Context: an optimization exercise on an open-source flow, tuned for small area. The choices shown serve that exercise and are no tape-out recipe. Function was checked by simulation only, so behaviour that the tests miss may differ from the original. Power figures rest on the tool's default switching activity, not on a simulated workload.

==> flow/design.v <==
module sce (
    input  wire        clk,
    input  wire        rst,           
    input  wire        strobe,        
    input  wire        bus_valid,
    input  wire        bus_write,
    input  wire [7:0]  bus_addr,
    input  wire [31:0] bus_wdata,
    output wire        bus_ready,
    output reg  [31:0] bus_rdata,
    output reg         bus_err,
    input  wire        ready_in,
    input  wire        fault_in,
    output wire [7:0]  pwm_a,
    output wire [7:0]  pwm_b,
    output wire [7:0]  pwm_c,
    output wire        en_a,
    output wire        en_b,
    output wire        en_c,
    output wire        drv_reset,
    output wire        drv_sleep,
    output wire        led_success,
    output wire        led_fault
);
    localparam [23:0] M3000 = 24'hBB8000;    
    localparam [3:0] S_IDLE  = 4'd0,
                     S_ALIGN = 4'd1,
                     S_ADD   = 4'd2,
                     S_NORM  = 4'd3,
                     S_ROUND = 4'd4,
                     S_POST  = 4'd5,
                     S_FMOD  = 4'd6,
                     S_FIDX  = 4'd7,
                     S_FNORM = 4'd8,
                     S_PACK  = 4'd9,
                     S_IDX   = 4'd10,
                     S_LK0   = 4'd11,
                     S_LK1   = 4'd12,
                     S_LK2   = 4'd13;
    reg        arm, en_a_r, en_b_r, en_c_r, drv_reset_r, drv_sleep_r;
    reg        ind_success, ind_fault, halted;
    reg [31:0] speed;
    reg [31:0] phase;
    reg [7:0]  duty0, duty1, duty2;
    reg [3:0]  state;
    reg        h, g, rr;      
    reg        st;            
    reg        cy;            
    reg [8:0]  e;             
    reg [5:0]  jc;            
    reg [11:0] idx;           
    reg        sub;           
    reg        psm;           
    reg        op2;           
    reg        xneg;          
    reg        fm;            
    reg        negm;          
    reg        fneg;          
    wire busy = (state != S_IDLE);
    assign bus_ready = !busy && !strobe;
    wire acc     = bus_valid && bus_ready;
    wire wr_ctrl = acc && bus_write && (bus_addr == 8'h00);
    wire wr_spd  = acc && bus_write && (bus_addr == 8'h08);
    always @(*) begin
        bus_rdata = 32'd0;
        bus_err   = 1'b0;
        if (bus_write) begin
            bus_err = !(bus_addr == 8'h00 || bus_addr == 8'h08);
        end else begin
            case (bus_addr)
                8'h00: bus_rdata = {24'd0, ind_fault, ind_success, drv_sleep_r, drv_reset_r,
                                    en_c_r, en_b_r, en_a_r, arm};
                8'h04: bus_rdata = {29'd0, halted, fault_in, ready_in};
                8'h08: bus_rdata = speed;
                8'h0C: bus_rdata = phase;
                8'h10: bus_rdata = {24'd0, duty0};
                8'h14: bus_rdata = {24'd0, duty1};
                8'h18: bus_rdata = {24'd0, duty2};
                default: bus_err = 1'b1;
            endcase
        end
    end
    wire [7:0] exp_p = phase[30:23];
    wire [7:0] exp_s = speed[30:23];
    wire [7:0] ep1   = (exp_p == 8'd0) ? 8'd1 : exp_p;
    wire [7:0] es1   = (exp_s == 8'd0) ? 8'd1 : exp_s;
    wire       psm0  = (es1 >= ep1);
    wire [8:0] target = op2 ? 9'd138 : (psm ? {1'b0, es1} : {1'b0, ep1});
    wire       speed_nonfinite = (exp_s == 8'hff);
    wire       sbit = (jc < 6'd23) ? speed[jc[4:0]] : ((jc == 6'd23) ? (exp_s != 8'd0) : 1'b0);
    wire       cbit = (jc < 6'd24) ? M3000[jc[4:0]] : 1'b0;
    wire       opb  = op2 ? cbit : sbit;
    wire       fl  = (e[8:1] == 8'd0);
    wire       aa  = rr ^ (sub & (fl | psm));
    wire       bb  = fl ? 1'b0 : (opb ^ (sub & ~psm));
    wire       s_add  = aa ^ bb ^ cy;
    wire       co_add = (aa & bb) | (cy & (aa ^ bb));
    wire       rnd  = g & (rr | st | phase[0]);
    wire       ra   = rr ^ negm;
    wire       s_rnd = (jc < 6'd2) ? 1'b0 : ((jc == 6'd26) ? cy : (ra ^ cy));
    wire [9:0] mt   = {h, phase[22:14]};
    wire [8:0] mres = (mt >= 10'd375) ? (mt - 10'd375) : mt[8:0];
    wire       is3000 = (e == 9'd138) && h && (phase[22:0] == M3000[22:0]);
    function [6:0] qrom;
        input [9:0] j;
        begin
            case (j)
                10'd0: qrom = 7'd0;
                10'd1: qrom = 7'd0;
                10'd2: qrom = 7'd0;
                10'd3: qrom = 7'd0;
                10'd4: qrom = 7'd1;
                10'd5: qrom = 7'd1;
                10'd6: qrom = 7'd1;
                10'd7: qrom = 7'd1;
                10'd8: qrom = 7'd2;
                10'd9: qrom = 7'd2;
                10'd10: qrom = 7'd2;
                10'd11: qrom = 7'd2;
                10'd12: qrom = 7'd3;
                10'd13: qrom = 7'd3;
                10'd14: qrom = 7'd3;
                10'd15: qrom = 7'd4;
                10'd16: qrom = 7'd4;
                10'd17: qrom = 7'd4;
                10'd18: qrom = 7'd4;
                10'd19: qrom = 7'd5;
                10'd20: qrom = 7'd5;
                10'd21: qrom = 7'd5;
                10'd22: qrom = 7'd5;
                10'd23: qrom = 7'd6;
                10'd24: qrom = 7'd6;
                10'd25: qrom = 7'd6;
                10'd26: qrom = 7'd6;
                10'd27: qrom = 7'd7;
                10'd28: qrom = 7'd7;
                10'd29: qrom = 7'd7;
                10'd30: qrom = 7'd8;
                10'd31: qrom = 7'd8;
                10'd32: qrom = 7'd8;
                10'd33: qrom = 7'd8;
                10'd34: qrom = 7'd9;
                10'd35: qrom = 7'd9;
                10'd36: qrom = 7'd9;
                10'd37: qrom = 7'd9;
                10'd38: qrom = 7'd10;
                10'd39: qrom = 7'd10;
                10'd40: qrom = 7'd10;
                10'd41: qrom = 7'd10;
                10'd42: qrom = 7'd11;
                10'd43: qrom = 7'd11;
                10'd44: qrom = 7'd11;
                10'd45: qrom = 7'd11;
                10'd46: qrom = 7'd12;
                10'd47: qrom = 7'd12;
                10'd48: qrom = 7'd12;
                10'd49: qrom = 7'd13;
                10'd50: qrom = 7'd13;
                10'd51: qrom = 7'd13;
                10'd52: qrom = 7'd13;
                10'd53: qrom = 7'd14;
                10'd54: qrom = 7'd14;
                10'd55: qrom = 7'd14;
                10'd56: qrom = 7'd14;
                10'd57: qrom = 7'd15;
                10'd58: qrom = 7'd15;
                10'd59: qrom = 7'd15;
                10'd60: qrom = 7'd15;
                10'd61: qrom = 7'd16;
                10'd62: qrom = 7'd16;
                10'd63: qrom = 7'd16;
                10'd64: qrom = 7'd17;
                10'd65: qrom = 7'd17;
                10'd66: qrom = 7'd17;
                10'd67: qrom = 7'd17;
                10'd68: qrom = 7'd18;
                10'd69: qrom = 7'd18;
                10'd70: qrom = 7'd18;
                10'd71: qrom = 7'd18;
                10'd72: qrom = 7'd19;
                10'd73: qrom = 7'd19;
                10'd74: qrom = 7'd19;
                10'd75: qrom = 7'd19;
                10'd76: qrom = 7'd20;
                10'd77: qrom = 7'd20;
                10'd78: qrom = 7'd20;
                10'd79: qrom = 7'd20;
                10'd80: qrom = 7'd21;
                10'd81: qrom = 7'd21;
                10'd82: qrom = 7'd21;
                10'd83: qrom = 7'd22;
                10'd84: qrom = 7'd22;
                10'd85: qrom = 7'd22;
                10'd86: qrom = 7'd22;
                10'd87: qrom = 7'd23;
                10'd88: qrom = 7'd23;
                10'd89: qrom = 7'd23;
                10'd90: qrom = 7'd23;
                10'd91: qrom = 7'd24;
                10'd92: qrom = 7'd24;
                10'd93: qrom = 7'd24;
                10'd94: qrom = 7'd24;
                10'd95: qrom = 7'd25;
                10'd96: qrom = 7'd25;
                10'd97: qrom = 7'd25;
                10'd98: qrom = 7'd25;
                10'd99: qrom = 7'd26;
                10'd100: qrom = 7'd26;
                10'd101: qrom = 7'd26;
                10'd102: qrom = 7'd27;
                10'd103: qrom = 7'd27;
                10'd104: qrom = 7'd27;
                10'd105: qrom = 7'd27;
                10'd106: qrom = 7'd28;
                10'd107: qrom = 7'd28;
                10'd108: qrom = 7'd28;
                10'd109: qrom = 7'd28;
                10'd110: qrom = 7'd29;
                10'd111: qrom = 7'd29;
                10'd112: qrom = 7'd29;
                10'd113: qrom = 7'd29;
                10'd114: qrom = 7'd30;
                10'd115: qrom = 7'd30;
                10'd116: qrom = 7'd30;
                10'd117: qrom = 7'd30;
                10'd118: qrom = 7'd31;
                10'd119: qrom = 7'd31;
                10'd120: qrom = 7'd31;
                10'd121: qrom = 7'd31;
                10'd122: qrom = 7'd32;
                10'd123: qrom = 7'd32;
                10'd124: qrom = 7'd32;
                10'd125: qrom = 7'd32;
                10'd126: qrom = 7'd33;
                10'd127: qrom = 7'd33;
                10'd128: qrom = 7'd33;
                10'd129: qrom = 7'd34;
                10'd130: qrom = 7'd34;
                10'd131: qrom = 7'd34;
                10'd132: qrom = 7'd34;
                10'd133: qrom = 7'd35;
                10'd134: qrom = 7'd35;
                10'd135: qrom = 7'd35;
                10'd136: qrom = 7'd35;
                10'd137: qrom = 7'd36;
                10'd138: qrom = 7'd36;
                10'd139: qrom = 7'd36;
                10'd140: qrom = 7'd36;
                10'd141: qrom = 7'd37;
                10'd142: qrom = 7'd37;
                10'd143: qrom = 7'd37;
                10'd144: qrom = 7'd37;
                10'd145: qrom = 7'd38;
                10'd146: qrom = 7'd38;
                10'd147: qrom = 7'd38;
                10'd148: qrom = 7'd38;
                10'd149: qrom = 7'd39;
                10'd150: qrom = 7'd39;
                10'd151: qrom = 7'd39;
                10'd152: qrom = 7'd39;
                10'd153: qrom = 7'd40;
                10'd154: qrom = 7'd40;
                10'd155: qrom = 7'd40;
                10'd156: qrom = 7'd40;
                10'd157: qrom = 7'd41;
                10'd158: qrom = 7'd41;
                10'd159: qrom = 7'd41;
                10'd160: qrom = 7'd41;
                10'd161: qrom = 7'd42;
                10'd162: qrom = 7'd42;
                10'd163: qrom = 7'd42;
                10'd164: qrom = 7'd42;
                10'd165: qrom = 7'd43;
                10'd166: qrom = 7'd43;
                10'd167: qrom = 7'd43;
                10'd168: qrom = 7'd43;
                10'd169: qrom = 7'd44;
                10'd170: qrom = 7'd44;
                10'd171: qrom = 7'd44;
                10'd172: qrom = 7'd44;
                10'd173: qrom = 7'd45;
                10'd174: qrom = 7'd45;
                10'd175: qrom = 7'd45;
                10'd176: qrom = 7'd45;
                10'd177: qrom = 7'd46;
                10'd178: qrom = 7'd46;
                10'd179: qrom = 7'd46;
                10'd180: qrom = 7'd46;
                10'd181: qrom = 7'd47;
                10'd182: qrom = 7'd47;
                10'd183: qrom = 7'd47;
                10'd184: qrom = 7'd47;
                10'd185: qrom = 7'd48;
                10'd186: qrom = 7'd48;
                10'd187: qrom = 7'd48;
                10'd188: qrom = 7'd48;
                10'd189: qrom = 7'd49;
                10'd190: qrom = 7'd49;
                10'd191: qrom = 7'd49;
                10'd192: qrom = 7'd49;
                10'd193: qrom = 7'd50;
                10'd194: qrom = 7'd50;
                10'd195: qrom = 7'd50;
                10'd196: qrom = 7'd50;
                10'd197: qrom = 7'd51;
                10'd198: qrom = 7'd51;
                10'd199: qrom = 7'd51;
                10'd200: qrom = 7'd51;
                10'd201: qrom = 7'd52;
                10'd202: qrom = 7'd52;
                10'd203: qrom = 7'd52;
                10'd204: qrom = 7'd52;
                10'd205: qrom = 7'd53;
                10'd206: qrom = 7'd53;
                10'd207: qrom = 7'd53;
                10'd208: qrom = 7'd53;
                10'd209: qrom = 7'd54;
                10'd210: qrom = 7'd54;
                10'd211: qrom = 7'd54;
                10'd212: qrom = 7'd54;
                10'd213: qrom = 7'd55;
                10'd214: qrom = 7'd55;
                10'd215: qrom = 7'd55;
                10'd216: qrom = 7'd55;
                10'd217: qrom = 7'd55;
                10'd218: qrom = 7'd56;
                10'd219: qrom = 7'd56;
                10'd220: qrom = 7'd56;
                10'd221: qrom = 7'd56;
                10'd222: qrom = 7'd57;
                10'd223: qrom = 7'd57;
                10'd224: qrom = 7'd57;
                10'd225: qrom = 7'd57;
                10'd226: qrom = 7'd58;
                10'd227: qrom = 7'd58;
                10'd228: qrom = 7'd58;
                10'd229: qrom = 7'd58;
                10'd230: qrom = 7'd59;
                10'd231: qrom = 7'd59;
                10'd232: qrom = 7'd59;
                10'd233: qrom = 7'd59;
                10'd234: qrom = 7'd60;
                10'd235: qrom = 7'd60;
                10'd236: qrom = 7'd60;
                10'd237: qrom = 7'd60;
                10'd238: qrom = 7'd60;
                10'd239: qrom = 7'd61;
                10'd240: qrom = 7'd61;
                10'd241: qrom = 7'd61;
                10'd242: qrom = 7'd61;
                10'd243: qrom = 7'd62;
                10'd244: qrom = 7'd62;
                10'd245: qrom = 7'd62;
                10'd246: qrom = 7'd62;
                10'd247: qrom = 7'd63;
                10'd248: qrom = 7'd63;
                10'd249: qrom = 7'd63;
                10'd250: qrom = 7'd63;
                10'd251: qrom = 7'd63;
                10'd252: qrom = 7'd64;
                10'd253: qrom = 7'd64;
                10'd254: qrom = 7'd64;
                10'd255: qrom = 7'd64;
                10'd256: qrom = 7'd65;
                10'd257: qrom = 7'd65;
                10'd258: qrom = 7'd65;
                10'd259: qrom = 7'd65;
                10'd260: qrom = 7'd66;
                10'd261: qrom = 7'd66;
                10'd262: qrom = 7'd66;
                10'd263: qrom = 7'd66;
                10'd264: qrom = 7'd66;
                10'd265: qrom = 7'd67;
                10'd266: qrom = 7'd67;
                10'd267: qrom = 7'd67;
                10'd268: qrom = 7'd67;
                10'd269: qrom = 7'd68;
                10'd270: qrom = 7'd68;
                10'd271: qrom = 7'd68;
                10'd272: qrom = 7'd68;
                10'd273: qrom = 7'd68;
                10'd274: qrom = 7'd69;
                10'd275: qrom = 7'd69;
                10'd276: qrom = 7'd69;
                10'd277: qrom = 7'd69;
                10'd278: qrom = 7'd70;
                10'd279: qrom = 7'd70;
                10'd280: qrom = 7'd70;
                10'd281: qrom = 7'd70;
                10'd282: qrom = 7'd71;
                10'd283: qrom = 7'd71;
                10'd284: qrom = 7'd71;
                10'd285: qrom = 7'd71;
                10'd286: qrom = 7'd71;
                10'd287: qrom = 7'd72;
                10'd288: qrom = 7'd72;
                10'd289: qrom = 7'd72;
                10'd290: qrom = 7'd72;
                10'd291: qrom = 7'd72;
                10'd292: qrom = 7'd73;
                10'd293: qrom = 7'd73;
                10'd294: qrom = 7'd73;
                10'd295: qrom = 7'd73;
                10'd296: qrom = 7'd74;
                10'd297: qrom = 7'd74;
                10'd298: qrom = 7'd74;
                10'd299: qrom = 7'd74;
                10'd300: qrom = 7'd74;
                10'd301: qrom = 7'd75;
                10'd302: qrom = 7'd75;
                10'd303: qrom = 7'd75;
                10'd304: qrom = 7'd75;
                10'd305: qrom = 7'd76;
                10'd306: qrom = 7'd76;
                10'd307: qrom = 7'd76;
                10'd308: qrom = 7'd76;
                10'd309: qrom = 7'd76;
                10'd310: qrom = 7'd77;
                10'd311: qrom = 7'd77;
                10'd312: qrom = 7'd77;
                10'd313: qrom = 7'd77;
                10'd314: qrom = 7'd77;
                10'd315: qrom = 7'd78;
                10'd316: qrom = 7'd78;
                10'd317: qrom = 7'd78;
                10'd318: qrom = 7'd78;
                10'd319: qrom = 7'd78;
                10'd320: qrom = 7'd79;
                10'd321: qrom = 7'd79;
                10'd322: qrom = 7'd79;
                10'd323: qrom = 7'd79;
                10'd324: qrom = 7'd80;
                10'd325: qrom = 7'd80;
                10'd326: qrom = 7'd80;
                10'd327: qrom = 7'd80;
                10'd328: qrom = 7'd80;
                10'd329: qrom = 7'd81;
                10'd330: qrom = 7'd81;
                10'd331: qrom = 7'd81;
                10'd332: qrom = 7'd81;
                10'd333: qrom = 7'd81;
                10'd334: qrom = 7'd82;
                10'd335: qrom = 7'd82;
                10'd336: qrom = 7'd82;
                10'd337: qrom = 7'd82;
                10'd338: qrom = 7'd82;
                10'd339: qrom = 7'd83;
                10'd340: qrom = 7'd83;
                10'd341: qrom = 7'd83;
                10'd342: qrom = 7'd83;
                10'd343: qrom = 7'd83;
                10'd344: qrom = 7'd84;
                10'd345: qrom = 7'd84;
                10'd346: qrom = 7'd84;
                10'd347: qrom = 7'd84;
                10'd348: qrom = 7'd84;
                10'd349: qrom = 7'd85;
                10'd350: qrom = 7'd85;
                10'd351: qrom = 7'd85;
                10'd352: qrom = 7'd85;
                10'd353: qrom = 7'd85;
                10'd354: qrom = 7'd86;
                10'd355: qrom = 7'd86;
                10'd356: qrom = 7'd86;
                10'd357: qrom = 7'd86;
                10'd358: qrom = 7'd86;
                10'd359: qrom = 7'd87;
                10'd360: qrom = 7'd87;
                10'd361: qrom = 7'd87;
                10'd362: qrom = 7'd87;
                10'd363: qrom = 7'd87;
                10'd364: qrom = 7'd88;
                10'd365: qrom = 7'd88;
                10'd366: qrom = 7'd88;
                10'd367: qrom = 7'd88;
                10'd368: qrom = 7'd88;
                10'd369: qrom = 7'd89;
                10'd370: qrom = 7'd89;
                10'd371: qrom = 7'd89;
                10'd372: qrom = 7'd89;
                10'd373: qrom = 7'd89;
                10'd374: qrom = 7'd89;
                10'd375: qrom = 7'd90;
                10'd376: qrom = 7'd90;
                10'd377: qrom = 7'd90;
                10'd378: qrom = 7'd90;
                10'd379: qrom = 7'd90;
                10'd380: qrom = 7'd91;
                10'd381: qrom = 7'd91;
                10'd382: qrom = 7'd91;
                10'd383: qrom = 7'd91;
                10'd384: qrom = 7'd91;
                10'd385: qrom = 7'd92;
                10'd386: qrom = 7'd92;
                10'd387: qrom = 7'd92;
                10'd388: qrom = 7'd92;
                10'd389: qrom = 7'd92;
                10'd390: qrom = 7'd92;
                10'd391: qrom = 7'd93;
                10'd392: qrom = 7'd93;
                10'd393: qrom = 7'd93;
                10'd394: qrom = 7'd93;
                10'd395: qrom = 7'd93;
                10'd396: qrom = 7'd94;
                10'd397: qrom = 7'd94;
                10'd398: qrom = 7'd94;
                10'd399: qrom = 7'd94;
                10'd400: qrom = 7'd94;
                10'd401: qrom = 7'd94;
                10'd402: qrom = 7'd95;
                10'd403: qrom = 7'd95;
                10'd404: qrom = 7'd95;
                10'd405: qrom = 7'd95;
                10'd406: qrom = 7'd95;
                10'd407: qrom = 7'd95;
                10'd408: qrom = 7'd96;
                10'd409: qrom = 7'd96;
                10'd410: qrom = 7'd96;
                10'd411: qrom = 7'd96;
                10'd412: qrom = 7'd96;
                10'd413: qrom = 7'd97;
                10'd414: qrom = 7'd97;
                10'd415: qrom = 7'd97;
                10'd416: qrom = 7'd97;
                10'd417: qrom = 7'd97;
                10'd418: qrom = 7'd97;
                10'd419: qrom = 7'd98;
                10'd420: qrom = 7'd98;
                10'd421: qrom = 7'd98;
                10'd422: qrom = 7'd98;
                10'd423: qrom = 7'd98;
                10'd424: qrom = 7'd98;
                10'd425: qrom = 7'd99;
                10'd426: qrom = 7'd99;
                10'd427: qrom = 7'd99;
                10'd428: qrom = 7'd99;
                10'd429: qrom = 7'd99;
                10'd430: qrom = 7'd99;
                10'd431: qrom = 7'd100;
                10'd432: qrom = 7'd100;
                10'd433: qrom = 7'd100;
                10'd434: qrom = 7'd100;
                10'd435: qrom = 7'd100;
                10'd436: qrom = 7'd100;
                10'd437: qrom = 7'd101;
                10'd438: qrom = 7'd101;
                10'd439: qrom = 7'd101;
                10'd440: qrom = 7'd101;
                10'd441: qrom = 7'd101;
                10'd442: qrom = 7'd101;
                10'd443: qrom = 7'd102;
                10'd444: qrom = 7'd102;
                10'd445: qrom = 7'd102;
                10'd446: qrom = 7'd102;
                10'd447: qrom = 7'd102;
                10'd448: qrom = 7'd102;
                10'd449: qrom = 7'd102;
                10'd450: qrom = 7'd103;
                10'd451: qrom = 7'd103;
                10'd452: qrom = 7'd103;
                10'd453: qrom = 7'd103;
                10'd454: qrom = 7'd103;
                10'd455: qrom = 7'd103;
                10'd456: qrom = 7'd104;
                10'd457: qrom = 7'd104;
                10'd458: qrom = 7'd104;
                10'd459: qrom = 7'd104;
                10'd460: qrom = 7'd104;
                10'd461: qrom = 7'd104;
                10'd462: qrom = 7'd105;
                10'd463: qrom = 7'd105;
                10'd464: qrom = 7'd105;
                10'd465: qrom = 7'd105;
                10'd466: qrom = 7'd105;
                10'd467: qrom = 7'd105;
                10'd468: qrom = 7'd105;
                10'd469: qrom = 7'd106;
                10'd470: qrom = 7'd106;
                10'd471: qrom = 7'd106;
                10'd472: qrom = 7'd106;
                10'd473: qrom = 7'd106;
                10'd474: qrom = 7'd106;
                10'd475: qrom = 7'd106;
                10'd476: qrom = 7'd107;
                10'd477: qrom = 7'd107;
                10'd478: qrom = 7'd107;
                10'd479: qrom = 7'd107;
                10'd480: qrom = 7'd107;
                10'd481: qrom = 7'd107;
                10'd482: qrom = 7'd107;
                10'd483: qrom = 7'd108;
                10'd484: qrom = 7'd108;
                10'd485: qrom = 7'd108;
                10'd486: qrom = 7'd108;
                10'd487: qrom = 7'd108;
                10'd488: qrom = 7'd108;
                10'd489: qrom = 7'd108;
                10'd490: qrom = 7'd109;
                10'd491: qrom = 7'd109;
                10'd492: qrom = 7'd109;
                10'd493: qrom = 7'd109;
                10'd494: qrom = 7'd109;
                10'd495: qrom = 7'd109;
                10'd496: qrom = 7'd109;
                10'd497: qrom = 7'd110;
                10'd498: qrom = 7'd110;
                10'd499: qrom = 7'd110;
                10'd500: qrom = 7'd110;
                10'd501: qrom = 7'd110;
                10'd502: qrom = 7'd110;
                10'd503: qrom = 7'd110;
                10'd504: qrom = 7'd110;
                10'd505: qrom = 7'd111;
                10'd506: qrom = 7'd111;
                10'd507: qrom = 7'd111;
                10'd508: qrom = 7'd111;
                10'd509: qrom = 7'd111;
                10'd510: qrom = 7'd111;
                10'd511: qrom = 7'd111;
                10'd512: qrom = 7'd111;
                10'd513: qrom = 7'd112;
                10'd514: qrom = 7'd112;
                10'd515: qrom = 7'd112;
                10'd516: qrom = 7'd112;
                10'd517: qrom = 7'd112;
                10'd518: qrom = 7'd112;
                10'd519: qrom = 7'd112;
                10'd520: qrom = 7'd112;
                10'd521: qrom = 7'd113;
                10'd522: qrom = 7'd113;
                10'd523: qrom = 7'd113;
                10'd524: qrom = 7'd113;
                10'd525: qrom = 7'd113;
                10'd526: qrom = 7'd113;
                10'd527: qrom = 7'd113;
                10'd528: qrom = 7'd113;
                10'd529: qrom = 7'd114;
                10'd530: qrom = 7'd114;
                10'd531: qrom = 7'd114;
                10'd532: qrom = 7'd114;
                10'd533: qrom = 7'd114;
                10'd534: qrom = 7'd114;
                10'd535: qrom = 7'd114;
                10'd536: qrom = 7'd114;
                10'd537: qrom = 7'd115;
                10'd538: qrom = 7'd115;
                10'd539: qrom = 7'd115;
                10'd540: qrom = 7'd115;
                10'd541: qrom = 7'd115;
                10'd542: qrom = 7'd115;
                10'd543: qrom = 7'd115;
                10'd544: qrom = 7'd115;
                10'd545: qrom = 7'd115;
                10'd546: qrom = 7'd116;
                10'd547: qrom = 7'd116;
                10'd548: qrom = 7'd116;
                10'd549: qrom = 7'd116;
                10'd550: qrom = 7'd116;
                10'd551: qrom = 7'd116;
                10'd552: qrom = 7'd116;
                10'd553: qrom = 7'd116;
                10'd554: qrom = 7'd116;
                10'd555: qrom = 7'd117;
                10'd556: qrom = 7'd117;
                10'd557: qrom = 7'd117;
                10'd558: qrom = 7'd117;
                10'd559: qrom = 7'd117;
                10'd560: qrom = 7'd117;
                10'd561: qrom = 7'd117;
                10'd562: qrom = 7'd117;
                10'd563: qrom = 7'd117;
                10'd564: qrom = 7'd117;
                10'd565: qrom = 7'd118;
                10'd566: qrom = 7'd118;
                10'd567: qrom = 7'd118;
                10'd568: qrom = 7'd118;
                10'd569: qrom = 7'd118;
                10'd570: qrom = 7'd118;
                10'd571: qrom = 7'd118;
                10'd572: qrom = 7'd118;
                10'd573: qrom = 7'd118;
                10'd574: qrom = 7'd118;
                10'd575: qrom = 7'd119;
                10'd576: qrom = 7'd119;
                10'd577: qrom = 7'd119;
                10'd578: qrom = 7'd119;
                10'd579: qrom = 7'd119;
                10'd580: qrom = 7'd119;
                10'd581: qrom = 7'd119;
                10'd582: qrom = 7'd119;
                10'd583: qrom = 7'd119;
                10'd584: qrom = 7'd119;
                10'd585: qrom = 7'd119;
                10'd586: qrom = 7'd120;
                10'd587: qrom = 7'd120;
                10'd588: qrom = 7'd120;
                10'd589: qrom = 7'd120;
                10'd590: qrom = 7'd120;
                10'd591: qrom = 7'd120;
                10'd592: qrom = 7'd120;
                10'd593: qrom = 7'd120;
                10'd594: qrom = 7'd120;
                10'd595: qrom = 7'd120;
                10'd596: qrom = 7'd120;
                10'd597: qrom = 7'd121;
                10'd598: qrom = 7'd121;
                10'd599: qrom = 7'd121;
                10'd600: qrom = 7'd121;
                10'd601: qrom = 7'd121;
                10'd602: qrom = 7'd121;
                10'd603: qrom = 7'd121;
                10'd604: qrom = 7'd121;
                10'd605: qrom = 7'd121;
                10'd606: qrom = 7'd121;
                10'd607: qrom = 7'd121;
                10'd608: qrom = 7'd121;
                10'd609: qrom = 7'd121;
                10'd610: qrom = 7'd122;
                10'd611: qrom = 7'd122;
                10'd612: qrom = 7'd122;
                10'd613: qrom = 7'd122;
                10'd614: qrom = 7'd122;
                10'd615: qrom = 7'd122;
                10'd616: qrom = 7'd122;
                10'd617: qrom = 7'd122;
                10'd618: qrom = 7'd122;
                10'd619: qrom = 7'd122;
                10'd620: qrom = 7'd122;
                10'd621: qrom = 7'd122;
                10'd622: qrom = 7'd122;
                10'd623: qrom = 7'd123;
                10'd624: qrom = 7'd123;
                10'd625: qrom = 7'd123;
                10'd626: qrom = 7'd123;
                10'd627: qrom = 7'd123;
                10'd628: qrom = 7'd123;
                10'd629: qrom = 7'd123;
                10'd630: qrom = 7'd123;
                10'd631: qrom = 7'd123;
                10'd632: qrom = 7'd123;
                10'd633: qrom = 7'd123;
                10'd634: qrom = 7'd123;
                10'd635: qrom = 7'd123;
                10'd636: qrom = 7'd123;
                10'd637: qrom = 7'd123;
                10'd638: qrom = 7'd124;
                10'd639: qrom = 7'd124;
                10'd640: qrom = 7'd124;
                10'd641: qrom = 7'd124;
                10'd642: qrom = 7'd124;
                10'd643: qrom = 7'd124;
                10'd644: qrom = 7'd124;
                10'd645: qrom = 7'd124;
                10'd646: qrom = 7'd124;
                10'd647: qrom = 7'd124;
                10'd648: qrom = 7'd124;
                10'd649: qrom = 7'd124;
                10'd650: qrom = 7'd124;
                10'd651: qrom = 7'd124;
                10'd652: qrom = 7'd124;
                10'd653: qrom = 7'd124;
                10'd654: qrom = 7'd124;
                10'd655: qrom = 7'd124;
                10'd656: qrom = 7'd125;
                10'd657: qrom = 7'd125;
                10'd658: qrom = 7'd125;
                10'd659: qrom = 7'd125;
                10'd660: qrom = 7'd125;
                10'd661: qrom = 7'd125;
                10'd662: qrom = 7'd125;
                10'd663: qrom = 7'd125;
                10'd664: qrom = 7'd125;
                10'd665: qrom = 7'd125;
                10'd666: qrom = 7'd125;
                10'd667: qrom = 7'd125;
                10'd668: qrom = 7'd125;
                10'd669: qrom = 7'd125;
                10'd670: qrom = 7'd125;
                10'd671: qrom = 7'd125;
                10'd672: qrom = 7'd125;
                10'd673: qrom = 7'd125;
                10'd674: qrom = 7'd125;
                10'd675: qrom = 7'd125;
                10'd676: qrom = 7'd125;
                10'd677: qrom = 7'd126;
                10'd678: qrom = 7'd126;
                10'd679: qrom = 7'd126;
                10'd680: qrom = 7'd126;
                10'd681: qrom = 7'd126;
                10'd682: qrom = 7'd126;
                10'd683: qrom = 7'd126;
                10'd684: qrom = 7'd126;
                10'd685: qrom = 7'd126;
                10'd686: qrom = 7'd126;
                10'd687: qrom = 7'd126;
                10'd688: qrom = 7'd126;
                10'd689: qrom = 7'd126;
                10'd690: qrom = 7'd126;
                10'd691: qrom = 7'd126;
                10'd692: qrom = 7'd126;
                10'd693: qrom = 7'd126;
                10'd694: qrom = 7'd126;
                10'd695: qrom = 7'd126;
                10'd696: qrom = 7'd126;
                10'd697: qrom = 7'd126;
                10'd698: qrom = 7'd126;
                10'd699: qrom = 7'd126;
                10'd700: qrom = 7'd126;
                10'd701: qrom = 7'd126;
                10'd702: qrom = 7'd126;
                10'd703: qrom = 7'd126;
                10'd704: qrom = 7'd126;
                10'd705: qrom = 7'd126;
                10'd706: qrom = 7'd126;
                10'd707: qrom = 7'd126;
                10'd708: qrom = 7'd127;
                10'd709: qrom = 7'd127;
                10'd710: qrom = 7'd127;
                10'd711: qrom = 7'd127;
                10'd712: qrom = 7'd127;
                10'd713: qrom = 7'd127;
                10'd714: qrom = 7'd127;
                10'd715: qrom = 7'd127;
                10'd716: qrom = 7'd127;
                10'd717: qrom = 7'd127;
                10'd718: qrom = 7'd127;
                10'd719: qrom = 7'd127;
                10'd720: qrom = 7'd127;
                10'd721: qrom = 7'd127;
                10'd722: qrom = 7'd127;
                10'd723: qrom = 7'd127;
                10'd724: qrom = 7'd127;
                10'd725: qrom = 7'd127;
                10'd726: qrom = 7'd127;
                10'd727: qrom = 7'd127;
                10'd728: qrom = 7'd127;
                10'd729: qrom = 7'd127;
                10'd730: qrom = 7'd127;
                10'd731: qrom = 7'd127;
                10'd732: qrom = 7'd127;
                10'd733: qrom = 7'd127;
                10'd734: qrom = 7'd127;
                10'd735: qrom = 7'd127;
                10'd736: qrom = 7'd127;
                10'd737: qrom = 7'd127;
                10'd738: qrom = 7'd127;
                10'd739: qrom = 7'd127;
                10'd740: qrom = 7'd127;
                10'd741: qrom = 7'd127;
                10'd742: qrom = 7'd127;
                10'd743: qrom = 7'd127;
                10'd744: qrom = 7'd127;
                10'd745: qrom = 7'd127;
                10'd746: qrom = 7'd127;
                10'd747: qrom = 7'd127;
                10'd748: qrom = 7'd127;
                10'd749: qrom = 7'd127;
                10'd750: qrom = 7'd127;
                default: qrom = 7'd0;
            endcase
        end
    endfunction
    wire        ih   = (idx >= 12'd1500);
    wire [11:0] iq   = ih ? (idx - 12'd1500) : idx;
    wire [11:0] ij   = (iq > 12'd750) ? (12'd1500 - iq) : iq;
    wire [6:0]  iv   = qrom(ij[9:0]);
    wire        ijz  = (ij == 12'd0);
    wire [7:0]  tval = ih ? (ijz ? 8'h80 : {1'b0, ~iv}) : {1'b1, iv};
    wire [11:0] idxn = (idx >= 12'd2000) ? (idx - 12'd2000) : (idx + 12'd1000);
    always @(posedge clk) begin
        if (rst) begin
            arm         <= 1'b0;
            en_a_r      <= 1'b0;
            en_b_r      <= 1'b0;
            en_c_r      <= 1'b0;
            drv_reset_r <= 1'b0;
            drv_sleep_r <= 1'b0;
            ind_success <= 1'b0;
            ind_fault   <= 1'b0;
            halted      <= 1'b0;
            speed       <= 32'd0;
            phase       <= 32'd0;
            duty0       <= 8'd0;
            duty1       <= 8'd0;
            duty2       <= 8'd0;
            state       <= S_IDLE;
        end else begin
            if (wr_ctrl) begin
                if (!halted) begin
                    arm    <= bus_wdata[0];
                    en_a_r <= bus_wdata[1];
                    en_b_r <= bus_wdata[2];
                    en_c_r <= bus_wdata[3];
                end else begin
                    arm    <= 1'b0;
                    en_a_r <= 1'b0;
                    en_b_r <= 1'b0;
                    en_c_r <= 1'b0;
                end
                drv_reset_r <= bus_wdata[4];
                drv_sleep_r <= bus_wdata[5];
                ind_success <= bus_wdata[6];
                if (bus_wdata[7])
                    ind_fault <= 1'b1;
            end
            if (wr_spd)
                speed <= bus_wdata;
            case (state)
                S_IDLE: begin
                    if (strobe && arm && !halted) begin
                        if (speed_nonfinite) begin
                            halted <= 1'b1;
                            arm    <= 1'b0;
                            en_a_r <= 1'b0;
                            en_b_r <= 1'b0;
                            en_c_r <= 1'b0;
                        end else begin
                            if (fault_in)
                                ind_fault <= 1'b1;
                            h    <= (exp_p != 8'd0);
                            g    <= 1'b0;
                            rr   <= 1'b0;
                            st   <= 1'b0;
                            jc   <= 6'd0;
                            sub  <= speed[31];
                            psm  <= psm0;
                            xneg <= psm0 & speed[31];
                            op2  <= 1'b0;
                            negm <= 1'b0;
                            fneg <= 1'b0;
                            fm   <= 1'b0;
                            e    <= psm0 ? {1'b0, ep1} : {1'b0, es1};
                            state <= S_ALIGN;
                        end
                    end
                end
                S_ALIGN: begin
                    if (e == target) begin
                        e  <= 9'd0;
                        if (psm)
                            jc <= 6'd0;
                        cy <= sub & ~st;
                        state <= S_ADD;
                    end else if (psm && !op2 && (es1 >= 8'd164)) begin
                        h  <= 1'b0;
                        phase[22:0] <= 23'd0;
                        g  <= 1'b0;
                        rr <= 1'b0;
                        st <= 1'b0;
                        e  <= target;
                    end else if (jc == 6'd26) begin
                        e  <= target;
                    end else begin
                        e  <= e + 9'd1;
                        jc <= jc + 6'd1;
                        if (psm) begin
                            h  <= 1'b0;
                            phase[22:0] <= {h, phase[22:1]};
                            g  <= phase[0];
                        end else begin
                            g  <= sbit;
                        end
                        rr <= g;
                        st <= st | rr;
                    end
                end
                S_ADD: begin
                    h  <= s_add;
                    phase[22:0] <= {h, phase[22:1]};
                    g  <= phase[0];
                    rr <= g;
                    cy <= co_add;
                    e  <= e + 9'd1;
                    if (!fl)
                        jc <= jc + 6'd1;
                    if (e == 9'd25) begin
                        e  <= target;
                        jc <= 6'd0;
                        if (fneg) begin
                            state <= S_FIDX;
                        end else if (sub && !co_add) begin
                            negm <= 1'b1;
                            xneg <= ~xneg;
                            state <= S_ROUND;
                        end else begin
                            state <= S_NORM;
                        end
                    end
                end
                S_NORM: begin
                    if (!sub && cy) begin
                        h  <= 1'b1;
                        phase[22:0] <= {h, phase[22:1]};
                        g  <= phase[0];
                        rr <= g;
                        st <= st | rr;
                        e  <= e + 9'd1;
                        cy <= 1'b0;
                    end else if (sub && !h && (e > 9'd1) && (jc != 6'd26)) begin
                        h  <= phase[22];
                        phase[22:0] <= {phase[21:0], g};
                        g  <= rr;
                        rr <= 1'b0;
                        e  <= e - 9'd1;
                        jc <= jc + 6'd1;
                    end else begin
                        jc <= 6'd0;
                        fm <= !op2 && (e >= 9'd138);
                        state <= S_ROUND;
                    end
                end
                S_ROUND: begin
                    h  <= s_rnd;
                    phase[22:0] <= {h, phase[22:1]};
                    g  <= phase[0];
                    rr <= g;
                    if (jc == 6'd0)
                        cy <= negm | rnd;
                    else if (jc >= 6'd2)
                        cy <= ra & cy;
                    jc <= jc + 6'd1;
                    if ((jc == 6'd25 && !fm) || jc == 6'd26)
                        state <= S_POST;
                end
                S_POST: begin
                    if (negm) begin
                        negm  <= 1'b0;
                        jc    <= 6'd0;
                        state <= S_NORM;
                    end else if (fm) begin
                        state <= S_FMOD;
                    end else begin
                        if (cy) begin
                            h <= 1'b1;
                            e <= e + 9'd1;
                        end
                        if (xneg && !op2) begin
                            op2  <= 1'b1;
                            psm  <= 1'b1;
                            sub  <= 1'b1;
                            xneg <= 1'b0;
                            st   <= 1'b0;
                            jc   <= 6'd0;
                            state <= S_ALIGN;
                        end else begin
                            state <= S_PACK;
                        end
                    end
                end
                S_FMOD: begin
                    if (e == 9'd137) begin
                        if (xneg) begin
                            fneg <= 1'b1;
                            op2  <= 1'b1;
                            psm  <= 1'b1;
                            sub  <= 1'b1;
                            st   <= 1'b0;
                            cy   <= 1'b1;
                            e    <= 9'd0;
                            jc   <= 6'd0;
                            state <= S_ADD;
                        end else begin
                            state <= S_FIDX;
                        end
                    end else begin
                        {h, phase[22:15]} <= mres;
                        phase[14:0] <= {phase[13:0], g};
                        g  <= rr;
                        rr <= 1'b0;
                        e  <= e - 9'd1;
                    end
                end
                S_FIDX: begin
                    idx <= {h, phase[22:12]};
                    e   <= 9'd138;
                    state <= S_FNORM;
                end
                S_FNORM: begin
                    if (!h && (e != 9'd114)) begin
                        h  <= phase[22];
                        phase[22:0] <= {phase[21:0], g};
                        g  <= rr;
                        rr <= 1'b0;
                        e  <= e - 9'd1;
                    end else begin
                        state <= S_PACK;
                    end
                end
                S_PACK: begin
                    phase[31] <= 1'b0;
                    if (is3000) begin
                        phase[30:0] <= 31'd0;
                        h <= 1'b0;
                    end else begin
                        phase[30:23] <= h ? e[7:0] : 8'd0;
                    end
                    if (fm) begin
                        state <= S_LK0;
                    end else begin
                        idx <= 12'd0;
                        jc  <= 6'd0;
                        state <= S_IDX;
                    end
                end
                S_IDX: begin
                    h <= phase[22];
                    phase[22:0] <= {phase[21:0], h};
                    if (e >= 9'd127) begin
                        idx <= {idx[10:0], h};
                        e   <= e - 9'd1;
                    end
                    jc <= jc + 6'd1;
                    if (jc == 6'd23)
                        state <= S_LK0;
                end
                S_LK0: begin
                    duty0 <= tval;
                    idx   <= idxn;
                    state <= S_LK1;
                end
                S_LK1: begin
                    duty1 <= tval;
                    idx   <= idxn;
                    state <= S_LK2;
                end
                S_LK2: begin
                    duty2 <= tval;
                    state <= S_IDLE;
                end
                default: state <= S_IDLE;
            endcase
        end
    end
    assign pwm_a       = duty0;
    assign pwm_b       = duty1;
    assign pwm_c       = duty2;
    assign en_a        = en_a_r;
    assign en_b        = en_b_r;
    assign en_c        = en_c_r;
    assign drv_reset   = drv_reset_r;
    assign drv_sleep   = drv_sleep_r;
    assign led_success = ind_success;
    assign led_fault   = ind_fault;
endmodule
==> flow/run.sh <==
#!/bin/bash
# synth_recipe.tcl (not shown) runs the flow's synth.tcl, then flattens the netlist and writes it again
# the make line also repeats each setting of config.mk as NAME=value (left out here)
make -C /OpenROAD-flow-scripts/flow DESIGN_CONFIG=/design/flow/config.mk WORK_HOME=/design/flow/orfs CLKGATE_MAP_FILE= SYNTH_SCRIPT=/design/flow/synth_recipe.tcl finish
==> flow/config.mk <==
export PLATFORM = sky130hd
export DESIGN_NAME = sce
export DESIGN_NICKNAME = sce
export VERILOG_FILES = /design/flow/design.v
export SDC_FILE = /design/flow/constraint.sdc
export NUM_CORES = 4
export LEC_CHECK = 0
export CAP_MARGIN = 20
export CORE_MARGIN = 2
export CORE_UTILIZATION = 40
export SLEW_MARGIN = 20
export SYNTH_MEMORY_MAX_BITS = 32768
==> flow/constraint.sdc <==
create_clock -name core_clock -period 18.0 [get_ports {clk}]
set_input_delay 3.6000 -clock core_clock [delete_from_list [all_inputs] [get_ports {clk}]]
set_output_delay 3.6000 -clock core_clock [all_outputs]
set_load 0.01 [all_outputs]
==> run notes <==
## synthesized netlist by cell type (8+ instances only)
| cell type | instances | area [um2] |
|---|---|---|
| a221o_1 | 9 | 90.1 |
| mux2_2 | 11 | 124 |
| o21ai_0 | 78 | 390 |
| buf_1 | 11 | 41.3 |
| o221ai_1 | 9 | 78.8 |
| dfxtp_1 | 100 | 2000 |
| nor2_1 | 215 | 807 |
| nand2b_1 | 14 | 87.6 |
| inv_1 | 45 | 169 |
| o21bai_1 | 8 | 60.1 |
| a21oi_1 | 152 | 761 |
| xnor2_1 | 19 | 166 |
| clkbuf_1 | 105 | 394 |
| a221oi_1 | 16 | 140 |
| o211ai_1 | 18 | 135 |
| xor2_1 | 22 | 193 |
| edfxtp_1 | 39 | 1170 |
| nand4_1 | 16 | 100 |
| nand3_1 | 30 | 150 |
| buf_2 | 21 | 105 |
| a22oi_1 | 43 | 323 |
| nor4_1 | 21 | 131 |
| o22ai_1 | 12 | 75.1 |
| nor3_1 | 47 | 235 |
| o31ai_1 | 10 | 75.1 |
| mux2i_1 | 55 | 551 |
| nand2_1 | 170 | 638 |
| ha_1 | 41 | 513 |
| or3_1 | 9 | 56.3 |
| nor2b_1 | 15 | 93.8 |
| a31oi_1 | 18 | 113 |
| and3_1 | 15 | 93.8 |
| a2111oi_0 | 8 | 70.1 |
| a211oi_1 | 66 | 495 |
## report_power, final
group / total, mW / switching, mW / internal (mW)
Sequential: 0.512 / 0.123 / 0.389
Combinational: 0.587 / 0.364 / 0.223
Clock: 0.352 / 0.156 / 0.196
## cells by family (layout without fill, tap and decap cells)
group           Yosys count  after routing  synth area share, %
compound gates          537            537                 29.6
simple gates            605            605                 23.2
buf+inv                 190            212                 6.32
xor+xnor                 41             41                 2.96
flops                   139            139                 26.1
mux                      76             76                 7.26
fa+ha+maj                43             43                 4.47
other cells               0              1                    0
## layout make-up
| cell class | count | area (um2) |
|---|---|---|
| flip-flops and latches | 139 | 3170 |
| multi-input cells | 1302 | 8210 |
| clock inverters | 15 | 155 |
| fillers | 3037 | 15900 |
| diodes | 1 | 2.50 |
| well taps | 390 | 488 |
| clock buffers | 17 | 425 |
| inverters | 48 | 180 |
| repair buffers | 132 | 1260 |
## per-layer routing
metal	routed length [um]	GRT usage, %	vias to the layer above	part of all wire [%]
met1	18800	36.4	6216	42
met4	1570	11.7	0	3.5
met5	0	0	-	0
met2	21000	45.8	635	47
met3	2980	3.54	100	6.7
li1	-	-	6104	-
## tightest hold or removal path, delay by kind of cell, from the launching register on
kind / cells / cell delay (ns)
AO/OA/AOI/OAI: 1 / 0.05
AND/OR/NAND/NOR: 1 / 0.05
flip-flops: 1 / 0.32
## state kept, by name, summed over array words and instances (netlist names), 4 cells and up
| name | cells |
|---|---|
| speed | 32 |
| phase | 14 |
| idx | 12 |
| e | 9 |
| mt | 9 |
| duty0 | 8 |
| duty1 | 8 |
| duty2 | 8 |
| exp_p | 8 |
| jc | 6 |
| state | 4 |
## final timing paths
check | depth (start not counted) | start | end
max | 5 | bus_addr[3] | bus_rdata[23]
min | 2 | speed[13]$_SDFFE_PP0P_ | speed[13]$_SDFFE_PP0P_
max reg2reg | 20 | idx[5]$_DFFE_PP_ | duty1[1]$_SDFFE_PP0N_
min reg2reg | 2 | speed[13]$_SDFFE_PP0P_ | speed[13]$_SDFFE_PP0P_
## stage by stage
stage	setup WS, ns	power (mW)	instances	hold slack [ns]	utilization [%]
floorplan	9.32	0.904	1631	0.444	-
global placement	7.82	1.08	2011	0.470	44.6
detailed placement	7.78	1.09	2011	0.472	44.7
CTS	7.75	1.44	2043	0.479	46.6
global route	8.02	1.53	2044	0.503	46.6
finish	8.12	1.45	2044	0.473	46.6
## layout by cell type (no fill, tap or decap), types with 41 or more instances in the layout
| master | synthesis | layout |
|---|---|---|
| nor3_1 | 47 | 46 |
| clkdlybuf4s50_1 | 0 | 109 |
| ha_1 | 41 | 41 |
| dfxtp_1 | 100 | 100 |
| inv_1 | 45 | 45 |
| nand2_1 | 170 | 170 |
| a22oi_1 | 43 | 43 |
| o21ai_0 | 78 | 76 |
| nor2_1 | 215 | 215 |
| mux2i_1 | 55 | 55 |
| a21oi_1 | 152 | 152 |
| a211oi_1 | 66 | 66 |
==> flow_metrics.env <==
export IMPL_status="finished clean"
export IMPL_synth_area_per_cell_um2=7.44
export IMPL_finalCriticalPeriod_ns=9.88
export IMPL_root_buffer="clkbuf_16"
export IMPL_ys_ff_latch=139
export IMPL_synth_warnings=1
export IMPL_coreArea_um2=29800
export IMPL_vias=13100
export IMPL_postSynth_asyncResetShare_pct=0
export IMPL_rsz0062_at_grt="false"
export IMPL_max_slew_margin_pct=22.9
export IMPL_via_per_inst=6.39
export IMPL_ctsResizeCount=0
export IMPL_hpwlAfterDp_mm=32.2
export IMPL_peakVddDrop_v=0.0000798
export IMPL_start_util_pct=40.7
export IMPL_antenna_found_initial=1
export IMPL_synthCells=1631
export IMPL_skew_ns=0.0107
export IMPL_worstPathRequired_ns=14.40
export IMPL_first_global_vias=12000
export IMPL_p_leak_nw=4.81
export IMPL_synth_edff_count=39
export IMPL_crit_family="buffers and inverters"
export IMPL_post_cts_buffers=0
export IMPL_syn_nets=1720
export IMPL_clk_path_buf_depth=2
export IMPL_critPathBufInv=2
export IMPL_clk_latency_ns=0.43
export IMPL_grt_usage_pct=27.7
export IMPL_synthFlopType="dfxtp_1"
export IMPL_avgRoutedWirePerCell_um=21.7
export IMPL_tightest_slew_ns=1.16
export IMPL_drive_gt1_share_pct=6.29
export IMPL_num_rows=63
export IMPL_cts_sinks=139
export IMPL_clkTransAtPathRegs_ns=0.06
export IMPL_cts_tree="built"
export IMPL_cts_hold_buf=0
export IMPL_finish_instance_area_um2=13900
export IMPL_post_synth_num_cell_types=92
export IMPL_setup_violations=0
export IMPL_gp_congestion=1.02
export IMPL_cp_end_kind="output port"
export IMPL_drtIter0Drc=1474
export IMPL_wl_mm=44.3
export IMPL_grt_overflow=0
export IMPL_cp_start_kind="primary input"
export IMPL_die_w_um=178
export IMPL_slew_viol_final=0
export IMPL_finalCritPeriodShare_pct=54.9
export IMPL_io_pin_count=112
export IMPL_grt_first_pass_wirelength_mm=69.1
export IMPL_syn2layout_area_growth_pct=14.5
export IMPL_fin_tns_setup_ns=0
export IMPL_hold_path_class="reg2reg"
export IMPL_path_cells="clkdlybuf4s50_1 -> a311o_1 -> nand2b_2 -> nor2_1 -> clkdlybuf4s50_1"
export IMPL_ys_seq_area_share_pct=26.1
export IMPL_firstDrtPassIters=6
export IMPL_hold_viol_final=0
export IMPL_die_h_um=178
export IMPL_synth_area_um2=12100
export IMPL_critPathMaxStageDelay_ns=0.76
export IMPL_cp_slowest_cell="clkdlybuf4s50_1"
export IMPL_grt_max_degree=70
export IMPL_arrival_ns=6.28
export IMPL_placed_area_um2=13300
export IMPL_cap_violations=0
export IMPL_cpMostUsedCell="clkdlybuf4s50_1"
export IMPL_powerDensity_nw_per_um2=104
export IMPL_htree_num_levels=4
export IMPL_critPathKind="in2out"
export IMPL_postRouteAntennaNets=0
export IMPL_cts_buffers=17
export IMPL_io_buffers=111
export IMPL_die_area_um2=31700
export IMPL_nets=1729
export IMPL_reg2reg_setup_slack_ns=11.35
export IMPL_fmaxAchievable_ghz=0.101
export IMPL_critPathMaxFanout=23
export IMPL_drc=0

[port drivers added, routing unchanged]
Ports are ideal in the flow. The routed layout listed here was re-timed in OpenROAD. Step 1 assumes that a clkbuf_16 drives the clock port and a buf_2 every other input. Step 2 times the ports against the registers' clock, not the clock port: input delays grow and output delays shrink by t, the midpoint of the rising clock arrivals with the driver on. Three values: ideal ports, drivers, drivers and shift; two values: the first two.
t (ns): 0.479
slack for setup (ns): 8.122 / 8.094 / 8.094
worst register clock-pin slew, ns: 0.07 / 0.07
After both steps this run still meets setup and hold. The setup slack of this run moves by -0.028 ns with the drivers and by -0.028 ns with both steps.
